From an optimization exercise on the open Yosys and OpenROAD flow, aimed at small area, a short achievable clock period and few clock cycles; shortcuts taken in it are not production practice.
At most, simulation tests tie the RTL to the original design; equivalence was not proved.
Power and IR drop assume default switching activity.

==> inputs of exp/quartz <==
Design g2p_poly, start of the top module:
module g2p_poly (
    input  wire        clk,
    input  wire        rst,         
    input  wire        cmd_valid,
    input  wire [31:0] cmd,
    input  wire [63:0] opa,
    input  wire [63:0] opb,
    output wire        cmd_ready,
    output reg         done,
    output reg  [3:0]  code,
    output reg         none,
    output reg  [63:0] res_lo,
    output reg  [63:0] res_hi
);
clock: 8.0 ns
lec_check: 0
cap_margin: 20
core_margin: 2
core_utilization: 55
setup_slack_margin: 3.5
slew_margin: 20
standard.sh (not shown) runs the stock make flow with config.mk's settings and CLKGATE_MAP_FILE= SYNTH_SCRIPT=/design/flow/synth_recipe.tcl, a recipe that flattens the netlist after the stock synthesis.
==> flow/flow/run.sh <==
#!/bin/bash
# Layout flow: the standard flow (standard.sh) with its synthesis
# unchanged; the only difference is that the port buffers the placer inserts
# are buf_1 cells rather than the resizer's default pick (clkdlybuf4s50_1,
# which is larger and slower). Each step's full output goes to a log here.
set -euo pipefail
bash standard.sh synth > synth.log 2>&1
BUFFER_PORTS_ARGS="-buffer_cell sky130_fd_sc_hd__buf_1" bash standard.sh finish > layout.log 2>&1
==> exp/juniper: changes against exp/quartz <==
--- a/flow/design.v
+++ b/flow/design.v
@@ -476,31 +476,12 @@
             for (k = 1; k < 64; k = k * 2)
                 for (i = 0; i < 64; i = i + 1)
                     if (i + k < 64) t[i] = t[i] | t[i+k];
             smear = t;
         end
     endfunction
-    function [7:0] smear8;
-        input [7:0] b;
-        integer i;
-        begin
-            smear8[7] = b[7];
-            for (i = 6; i >= 0; i = i - 1)
-                smear8[i] = smear8[i+1] | b[i];
-        end
-    endfunction
-    function [7:0] nzsm;
-        input [63:0] v;
-        reg [7:0] nz;
-        integer i;
-        begin
-            for (i = 0; i < 8; i = i + 1)
-                nz[i] = |v[8*i +: 8];
-            nzsm = smear8(nz);
-        end
-    endfunction
     function [70:0] clmul8;
         input [63:0] a;
         input [7:0]  c;
         integer i;
         begin
             clmul8 = 71'd0;
@@ -525,13 +506,13 @@
     reg [3:0]   cnt;       
     reg [3:0]   bi;        
     reg [2:0]   tq;        
     reg [2:0]   jb;        
     reg [2:0]   jneg;      
     reg [3:0]   cm;        
-    reg         ge_r;      
+    reg [2:0]   ta_r;      
     reg [2:0]   za_r;      
     reg [6:0]   mu;        
     reg [14:0]  aw;        
     reg [7:0]   win;       
     reg [6:0]   pidx;
     reg [6:0]   plast;
@@ -550,28 +531,25 @@
     wire [3:0]  zb     = lzb64(opb);
     wire        a_zero = za[3];
     wire        b_zero = zb[3];
     wire [2:0]  ta     = deg8(lead8(opa));
     wire [2:0]  tb     = deg8(lead8(opb));
     wire [5:0]  da_in  = {~za[2:0], ta};      
-    wire [7:0]  ga     = nzsm(opa);
-    wire [7:0]  gb     = nzsm(opb);
-    wire        swap   = |(gb & ~ga);
-    wire        ge_in  = ~|(smear8(lead8(opb)) & ~smear8(lead8(opa)));
+    wire        swap   = ult4(zb, za);
     wire [3:0]  zm     = swap ? za : zb;
     wire        rem_small = |(opb & ~smear(opa));
     wire        irr_big   = (opa[63:17] != 47'd0);
     wire        irr_le1   = (opa[63:2] == 62'd0);
     wire        irr_le3   = (opa[63:4] == 60'd0);
     wire        irr_odd   = ^opa[16:0];
     wire [6:0]  irr_lst   = irr_last(da_in[4:1]);
     wire        irr_imm   = irr_le1 | ~opa[0] | ~irr_odd | irr_le3;
     wire        res_we    = is_deg | is_add | is_mul | (is_rem & ~b_zero) |
                             (is_irr & ~irr_big);
-    wire [3:0]  cmc   = {3'd0, ge_r} - {1'b0, za_r};
-    wire [11:0] ptab  = {{1'b0, jb} + cmc - 4'd1, cmc, 1'b0, 3'd0 - cmc[2:0]};
+    wire [11:0] ptab  = prem_tab(~ult4({1'b0, ta_r}, {1'b0, tq}), za_r, jb);
+    wire [3:0]  cmc   = ptab[7:4];
     wire [63:0] lmask = cmc[3] ? {64{1'b1}} : ({64{1'b1}} >> {cmc[2:0], 3'b000});
     wire        in_idle = (state == S_IDLE);
     wire        rdn     = (state == S_RDN);
     wire [63:0] rot = rolb(in_idle ? opb : (rdn ? res_lo : B),
                            in_idle ? zb[2:0] : (rdn ? jneg : ptab[2:0]));
     wire [63:0] lo0   = rot & lmask;
@@ -624,13 +602,13 @@
                     if (cmd_valid) begin
                         A     <= is_rem ? rot : ((is_mul & swap) ? opb : opa);
                         B     <= (is_mul & ~swap) ? opb : opa;
                         jb    <= zb[2:0];
                         jneg  <= neg3(zb[2:0]);
                         tq    <= tb;
-                        ge_r  <= ge_in;
+                        ta_r  <= ta;
                         za_r  <= za[2:0];
                         cnt   <= {1'b0, ~zm[2:0]};
                         bi    <= {1'b0, ~zm[2:0]};
                         pidx  <= 7'd1;
                         plast <= irr_lst;
                         p1_f  <= irr_rom(7'd0);
==> exp/umber: changes against exp/quartz <==
--- a/flow/design.v
+++ b/flow/design.v
@@ -476,31 +476,12 @@
             for (k = 1; k < 64; k = k * 2)
                 for (i = 0; i < 64; i = i + 1)
                     if (i + k < 64) t[i] = t[i] | t[i+k];
             smear = t;
         end
     endfunction
-    function [7:0] smear8;
-        input [7:0] b;
-        integer i;
-        begin
-            smear8[7] = b[7];
-            for (i = 6; i >= 0; i = i - 1)
-                smear8[i] = smear8[i+1] | b[i];
-        end
-    endfunction
-    function [7:0] nzsm;
-        input [63:0] v;
-        reg [7:0] nz;
-        integer i;
-        begin
-            for (i = 0; i < 8; i = i + 1)
-                nz[i] = |v[8*i +: 8];
-            nzsm = smear8(nz);
-        end
-    endfunction
     function [70:0] clmul8;
         input [63:0] a;
         input [7:0]  c;
         integer i;
         begin
             clmul8 = 71'd0;
@@ -525,13 +506,13 @@
     reg [3:0]   cnt;       
     reg [3:0]   bi;        
     reg [2:0]   tq;        
     reg [2:0]   jb;        
     reg [2:0]   jneg;      
     reg [3:0]   cm;        
-    reg         ge_r;      
+    reg [2:0]   ta_r;      
     reg [2:0]   za_r;      
     reg [6:0]   mu;        
     reg [14:0]  aw;        
     reg [7:0]   win;       
     reg [6:0]   pidx;
     reg [6:0]   plast;
@@ -550,28 +531,25 @@
     wire [3:0]  zb     = lzb64(opb);
     wire        a_zero = za[3];
     wire        b_zero = zb[3];
     wire [2:0]  ta     = deg8(lead8(opa));
     wire [2:0]  tb     = deg8(lead8(opb));
     wire [5:0]  da_in  = {~za[2:0], ta};      
-    wire [7:0]  ga     = nzsm(opa);
-    wire [7:0]  gb     = nzsm(opb);
-    wire        swap   = |(gb & ~ga);
-    wire        ge_in  = ~|(smear8(lead8(opb)) & ~smear8(lead8(opa)));
+    wire        swap   = ult4(zb, za);
     wire [3:0]  zm     = swap ? za : zb;
     wire        rem_small = |(opb & ~smear(opa));
     wire        irr_big   = (opa[63:17] != 47'd0);
     wire        irr_le1   = (opa[63:2] == 62'd0);
     wire        irr_le3   = (opa[63:4] == 60'd0);
     wire        irr_odd   = ^opa[16:0];
     wire [6:0]  irr_lst   = irr_last(da_in[4:1]);
     wire        irr_imm   = irr_le1 | ~opa[0] | ~irr_odd | irr_le3;
     wire        res_we    = is_deg | is_add | is_mul | (is_rem & ~b_zero) |
                             (is_irr & ~irr_big);
-    wire [3:0]  cmc   = {3'd0, ge_r} - {1'b0, za_r};
-    wire [11:0] ptab  = {{1'b0, jb} + cmc - 4'd1, cmc, 1'b0, 3'd0 - cmc[2:0]};
+    wire [11:0] ptab  = prem_tab(~ult4({1'b0, ta_r}, {1'b0, tq}), za_r, jb);
+    wire [3:0]  cmc   = ptab[7:4];
     wire [63:0] lmask = cmc[3] ? {64{1'b1}} : ({64{1'b1}} >> {cmc[2:0], 3'b000});
     wire        in_idle = (state == S_IDLE);
     wire        rdn     = (state == S_RDN);
     wire [63:0] rot = rolb(in_idle ? opb : (rdn ? res_lo : B),
                            in_idle ? zb[2:0] : (rdn ? jneg : ptab[2:0]));
     wire [63:0] lo0   = rot & lmask;
@@ -624,13 +602,13 @@
                     if (cmd_valid) begin
                         A     <= is_rem ? rot : ((is_mul & swap) ? opb : opa);
                         B     <= (is_mul & ~swap) ? opb : opa;
                         jb    <= zb[2:0];
                         jneg  <= neg3(zb[2:0]);
                         tq    <= tb;
-                        ge_r  <= ge_in;
+                        ta_r  <= ta;
                         za_r  <= za[2:0];
                         cnt   <= {1'b0, ~zm[2:0]};
                         bi    <= {1'b0, ~zm[2:0]};
                         pidx  <= 7'd1;
                         plast <= irr_lst;
                         p1_f  <= irr_rom(7'd0);
==> flow/flow/run.sh (replaced) <==
#!/bin/bash
# Layout flow: the standard flow (standard.sh) with its synthesis
# unchanged; the only difference is that the port buffers the placer inserts
# are buf_2 cells rather than the resizer's default pick (clkdlybuf4s50_1,
# which is larger and slower). Each step's full output goes to a log here.
set -euo pipefail
bash standard.sh synth > synth.log 2>&1
BUFFER_PORTS_ARGS="-buffer_cell sky130_fd_sc_hd__buf_2" bash standard.sh finish > layout.log 2>&1
Settings changed: CORE_UTILIZATION 55 to 40, SETUP_SLACK_MARGIN 3.5 to 3.25.
==> notes <==
- exp/quartz ran to the end with no violations. exp/juniper passed the timing, DRC and antenna checks. exp/umber ran to the end with no violations.
- Clock skew, highest first: exp/juniper, exp/quartz, exp/umber.
- In exp/juniper the final area is larger than in exp/umber, by about 5.7%.
- Between exp/juniper and exp/quartz, the lower worst setup slack is in exp/juniper (gap 0.014 ns).
- Of exp/juniper and exp/umber, exp/juniper has the higher combinational power (gap about 6%, measured against exp/umber).
Testbench counts of exp/quartz, summed over its fixed seeds: cycles 16,465.
Testbench counts of exp/juniper, summed over its fixed seeds: cycles 16,465.
Testbench counts of exp/umber, summed over its fixed seeds: cycles 16,465.

========
==> inputs of willow <==
Another version of the RTL of g2p_poly (not shown whole).
make LEC_CHECK=0 ABC_CLOCK_PERIOD_IN_PS=3500 CAP_MARGIN=20 CORE_MARGIN=2 CORE_UTILIZATION=40 SETUP_SLACK_MARGIN=3.5 SLEW_MARGIN=20 finish   # period 8.0 ns
run.sh (not shown) runs the stock make flow with config.mk's settings and CLKGATE_MAP_FILE= SYNTH_SCRIPT=/design/flow/synth_recipe.tcl, a recipe that flattens the netlist after the stock synthesis.
Stock flow here: none of the scripts above is used.
==> maple (differences from willow) <==
--- a/flow/design.v
+++ b/flow/design.v
@@ -425,10 +425,36 @@
             deg8 = 3'd0;
             for (i = 0; i < 8; i = i + 1)
                 if (b[i]) deg8 = i[2:0];
         end
     endfunction
+    function ult4;
+        input [3:0] x;
+        input [3:0] y;
+        integer i;
+        reg eq;
+        begin
+            ult4 = 1'b0;
+            eq   = 1'b1;
+            for (i = 3; i >= 0; i = i - 1) begin
+                ult4 = ult4 | (eq & ~x[i] & y[i]);
+                eq   = eq & ~(x[i] ^ y[i]);
+            end
+        end
+    endfunction
+    function [63:0] smear;
+        input [63:0] v;
+        integer i, k;
+        reg [63:0] t;
+        begin
+            t = v;
+            for (k = 1; k < 64; k = k * 2)
+                for (i = 0; i < 64; i = i + 1)
+                    if (i + k < 64) t[i] = t[i] | t[i+k];
+            smear = t;
+        end
+    endfunction
     function [70:0] clmul8;
         input [63:0] a;
         input [7:0]  c;
         integer i;
         begin
@@ -453,10 +479,12 @@
     reg [3:0]   cnt;       
     reg [3:0]   bi;        
     reg [2:0]   tq;        
     reg [2:0]   jb;        
     reg [3:0]   cm;        
+    reg [2:0]   ta_r;      
+    reg [2:0]   za_r;      
     reg [6:0]   mu;        
     reg [14:0]  aw;        
     reg [7:0]   win;       
     reg [6:0]   pidx;
     reg [6:0]   plast;
@@ -475,31 +503,36 @@
     wire        a_zero = za[3];
     wire        b_zero = zb[3];
     wire [2:0]  ta     = deg8(lead8(opa));
     wire [2:0]  tb     = deg8(lead8(opb));
     wire [5:0]  da_in  = {~za[2:0], ta};      
-    wire        swap   = (za > zb);
+    wire        swap   = ult4(zb, za);
     wire [3:0]  zm     = swap ? za : zb;
-    wire        rem_small = a_zero | (za > zb) | ((za == zb) & (ta < tb));
+    wire        rem_small = |(opb & ~smear(opa));
     wire        irr_big   = (opa[63:17] != 47'd0);
     wire        irr_le1   = (opa[63:2] == 62'd0);
     wire        irr_le3   = (opa[63:4] == 60'd0);
     wire        irr_odd   = ^opa[16:0];
     wire [6:0]  irr_lst   = irr_last(da_in[4:1]);
-    wire [11:0] ptab  = prem_tab(ta >= tb, za[2:0], zb[2:0]);
-    wire [63:0] lmask = cm[3] ? {64{1'b1}} : ({64{1'b1}} >> {cm[2:0], 3'b000});
+    wire        irr_imm   = irr_le1 | ~opa[0] | ~irr_odd | irr_le3;
+    wire        res_we    = is_deg | is_add | is_mul | (is_rem & ~b_zero) |
+                            (is_irr & ~irr_big);
+    wire [11:0] ptab  = prem_tab(~ult4({1'b0, ta_r}, {1'b0, tq}), za_r, jb);
+    wire [3:0]  cmc   = ptab[7:4];
+    wire [63:0] lmask = cmc[3] ? {64{1'b1}} : ({64{1'b1}} >> {cmc[2:0], 3'b000});
     wire        in_idle = (state == S_IDLE);
     wire        rdn     = (state == S_RDN);
     wire [63:0] rot = rolb(in_idle ? opb : (rdn ? res_lo : B),
-                           in_idle ? zb[2:0] : (rdn ? (3'd0 - jb) : (3'd0 - cm[2:0])));
+                           in_idle ? zb[2:0] : (rdn ? (3'd0 - jb) : (3'd0 - cmc[2:0])));
     wire [63:0] lo0   = rot & lmask;
     wire [21:0] awv   = A[62:41] >> tq;
     wire        remst = (state == S_REM);
     wire [14:0] qprod = clmul8({8'd0, 1'b1, mu[6:0]} , win);
     wire [7:0]  q     = qprod[14:7];
     wire [71:0] bx    = {8'd0, B};
-    wire [15:0] b16   = bx[{bi[2:0], 3'b000} +: 16];
+    wire [3:0]  bsel  = (state == S_RSET) ? ptab[3:0] : bi;
+    wire [15:0] b16   = bx[{bsel[2:0], 3'b000} +: 16];
     wire [7:0]  bbyte = bi[3] ? 8'd0 : b16[7:0];
     wire [15:0] w0v   = b16 >> tq;
     wire [7:0]  chunk = remst ? q : bbyte;
     wire [7:0]  sin   = remst ? bbyte : 8'd0;
     wire [70:0] prod  = clmul8(A, chunk);
@@ -538,29 +571,37 @@
         end else begin
             done <= 1'b0;
             case (state)
                 S_IDLE: begin
                     if (cmd_valid) begin
-                        if (is_deg) begin
-                            done   <= 1'b1;
-                            code   <= C_OK;
-                            none   <= a_zero;
-                            res_lo <= {58'd0, a_zero ? 6'd0 : da_in};
-                            res_hi <= 64'd0;
-                        end else if (is_add) begin
-                            done   <= 1'b1;
-                            code   <= C_OK;
-                            none   <= 1'b0;
-                            res_lo <= opa ^ opb;
+                        A     <= is_rem ? rot : ((is_mul & swap) ? opb : opa);
+                        B     <= (is_mul & ~swap) ? opb : opa;
+                        jb    <= zb[2:0];
+                        tq    <= tb;
+                        ta_r  <= ta;
+                        za_r  <= za[2:0];
+                        cnt   <= {1'b0, ~zm[2:0]};
+                        bi    <= {1'b0, ~zm[2:0]};
+                        pidx  <= 7'd1;
+                        plast <= irr_lst;
+                        p1_f  <= irr_rom(7'd0);
+                        p1_v  <= 1'b1;
+                        p1_l  <= (irr_lst == 7'd0);
+                        p2_v  <= 1'b0;
+                        if (res_we) begin
+                            res_lo <= is_mul ? 64'd0 :
+                                      is_deg ? {58'd0, a_zero ? 6'd0 : da_in} :
+                                      is_add ? (opa ^ opb) :
+                                      is_irr ? {63'd0, irr_le1 ? opa[1] : (opa[0] & irr_odd)} :
+                                      opa;
                             res_hi <= 64'd0;
+                        end
+                        if (is_deg | is_add) begin
+                            done <= 1'b1;
+                            code <= C_OK;
+                            none <= is_deg & a_zero;
                         end else if (is_mul) begin
-                            res_lo <= 64'd0;
-                            res_hi <= 64'd0;
-                            A      <= swap ? opb : opa;
-                            B      <= swap ? opa : opb;
-                            cnt    <= {1'b0, ~zm[2:0]};
-                            bi     <= {1'b0, ~zm[2:0]};
                             if (zm == 4'd8) begin
                                 done <= 1'b1;
                                 code <= C_OK;
                                 none <= 1'b0;
                             end else begin
@@ -569,44 +610,25 @@
                         end else if (is_rem) begin
                             if (b_zero) begin
                                 done <= 1'b1;
                                 code <= C_CONTRACT;
                             end else if (rem_small) begin
-                                done   <= 1'b1;
-                                code   <= C_OK;
-                                none   <= 1'b0;
-                                res_lo <= opa;
-                                res_hi <= 64'd0;
+                                done <= 1'b1;
+                                code <= C_OK;
+                                none <= 1'b0;
                             end else begin
-                                A      <= rot;
-                                B      <= opa;
-                                jb     <= zb[2:0];
-                                tq     <= tb;
-                                cnt    <= ptab[11:8];
-                                cm     <= ptab[7:4];
-                                bi     <= ptab[3:0];
-                                res_hi <= 64'd0;
-                                state  <= S_RSET;
+                                state <= S_RSET;
                             end
                         end else if (is_irr) begin
                             if (irr_big) begin
                                 done <= 1'b1;
                                 code <= C_CONTRACT;
-                            end else if (irr_le1 | ~opa[0] | ~irr_odd | irr_le3) begin
-                                done   <= 1'b1;
-                                code   <= C_OK;
-                                none   <= 1'b0;
-                                res_lo <= {63'd0, irr_le1 ? opa[1] : (opa[0] & irr_odd)};
-                                res_hi <= 64'd0;
+                            end else if (irr_imm) begin
+                                done <= 1'b1;
+                                code <= C_OK;
+                                none <= 1'b0;
                             end else begin
-                                A     <= opa;
-                                pidx  <= 7'd1;
-                                plast <= irr_lst;
-                                p1_f  <= irr_rom(7'd0);
-                                p1_v  <= 1'b1;
-                                p1_l  <= (irr_lst == 7'd0);
-                                p2_v  <= 1'b0;
                                 state <= S_IRR;
                             end
                         end else begin
                             done <= 1'b1;
                             code <= C_ILLEGAL;
@@ -624,11 +646,13 @@
                         state <= S_IDLE;
                     end
                 end
                 S_RSET: begin
                     res_lo <= lo0;
-                    bi     <= cm - 4'd1;
+                    cm     <= cmc;
+                    cnt    <= ptab[11:8];
+                    bi     <= cmc - 4'd1;
                     aw     <= awv[14:0];
                     mu     <= mu_tab(awv[14:8]);
                     win    <= w0v[7:0];
                     state  <= S_REM;
                 end
Settings changed: ABC_CLOCK_PERIOD_IN_PS 3500 to not set, SETUP_SLACK_MARGIN 3.5 to 3.0.
==> fjord (differences from willow) <==
Settings changed: ABC_CLOCK_PERIOD_IN_PS 3500 to not set, SETUP_SLACK_MARGIN 3.5 to not set.
==> summary.txt <==
Post-route insts no fill: 6,106
Post-synthesis mux area share: 10.02%
Largest cells by area after synthesis: edfxtp_1, xnor2_1, nand2_1, dfxtp_1, mux2i_1
CP Buf/Inv Count: 3
Area of the multi-input gates: 0.02556 sq mm
Core area: 0.09015 sq mm
Outcome: no timing/DRC/antenna violations
Maximum clock rate: 0.1400 GHz
Final-layout clock buffer total: 60
Die Footprint: 0.09363 sq mm
Largest net degree at the start of global routing: 68
Post-CTS setup buffers: 0
[end of results for fjord]
==> summary.txt <==
Outcome: no timing/DRC/antenna violations
Core area: 0.09361 sq mm
Final-layout clock buffer total: 66
Post-synthesis mux area share: 10.01%
Die Footprint: 0.09722 sq mm
Post-route insts no fill: 6,477
CP Buf/Inv Count: 5
Area of the multi-input gates: 0.02817 sq mm
[end of results for maple]
==> summary.txt <==
Post-synthesis mux area share: 10.02%
Post-route insts no fill: 6,446
Largest net degree at the start of global routing: 79
Outcome: no timing/DRC/antenna violations
Area of the multi-input gates: 0.02799 sq mm
Final-layout clock buffer total: 54
Die Footprint: 0.09363 sq mm
Core area: 0.09015 sq mm
Largest cells by area after synthesis: edfxtp_1, xnor2_1, nand2_1, dfxtp_1, mux2i_1
[end of results for willow]
Testbench counts of maple, summed over its fixed seeds: cycles 16,292.
Function not checked in willow and fjord: the RTL went through the layout flow alone.

[afterwards: timing with drivers on the ports]
In the flow no input, the clock included, has a driving cell. The finished layouts below were timed again as built, in two steps.
Step 1 sets driving cells, clkbuf_16 on the clock port and buf_2 on the other inputs (assumed; they add their load-dependent delay and slew).
Step 2 times the ports against the registers' clock, not the clock port: input delays grow and output delays shrink by t, the midpoint of the rising clock arrivals with the driver on.
Slacks: ideal / step 1 / step 2; pairs: ideal / step 1.
| run | t (ns) | setup slack, ns | cell pins on the clock port's net |
|---|---|---|---|
| exp/quartz | 0.678 | 3.182 / 3.223 / 2.545 | 1 |
| exp/juniper | 0.689 | 3.168 / 3.189 / 2.500 | 1 |
| exp/umber | 0.682 | 3.201 / 3.213 / 2.550 | 1 |
| willow | 0.677 | 2.294 / 2.315 / 1.638 | 1 |
| maple | 0.676 | 2.920 / 2.960 / 2.284 | 1 |
| fjord | 0.663 | 0.858 / 0.901 / 0.238 | 1 |
After both steps setup and hold are still met in every run listed. The setup slack of exp/juniper, which loses most, moves by +0.021 ns with the drivers and by -0.668 ns with both steps.
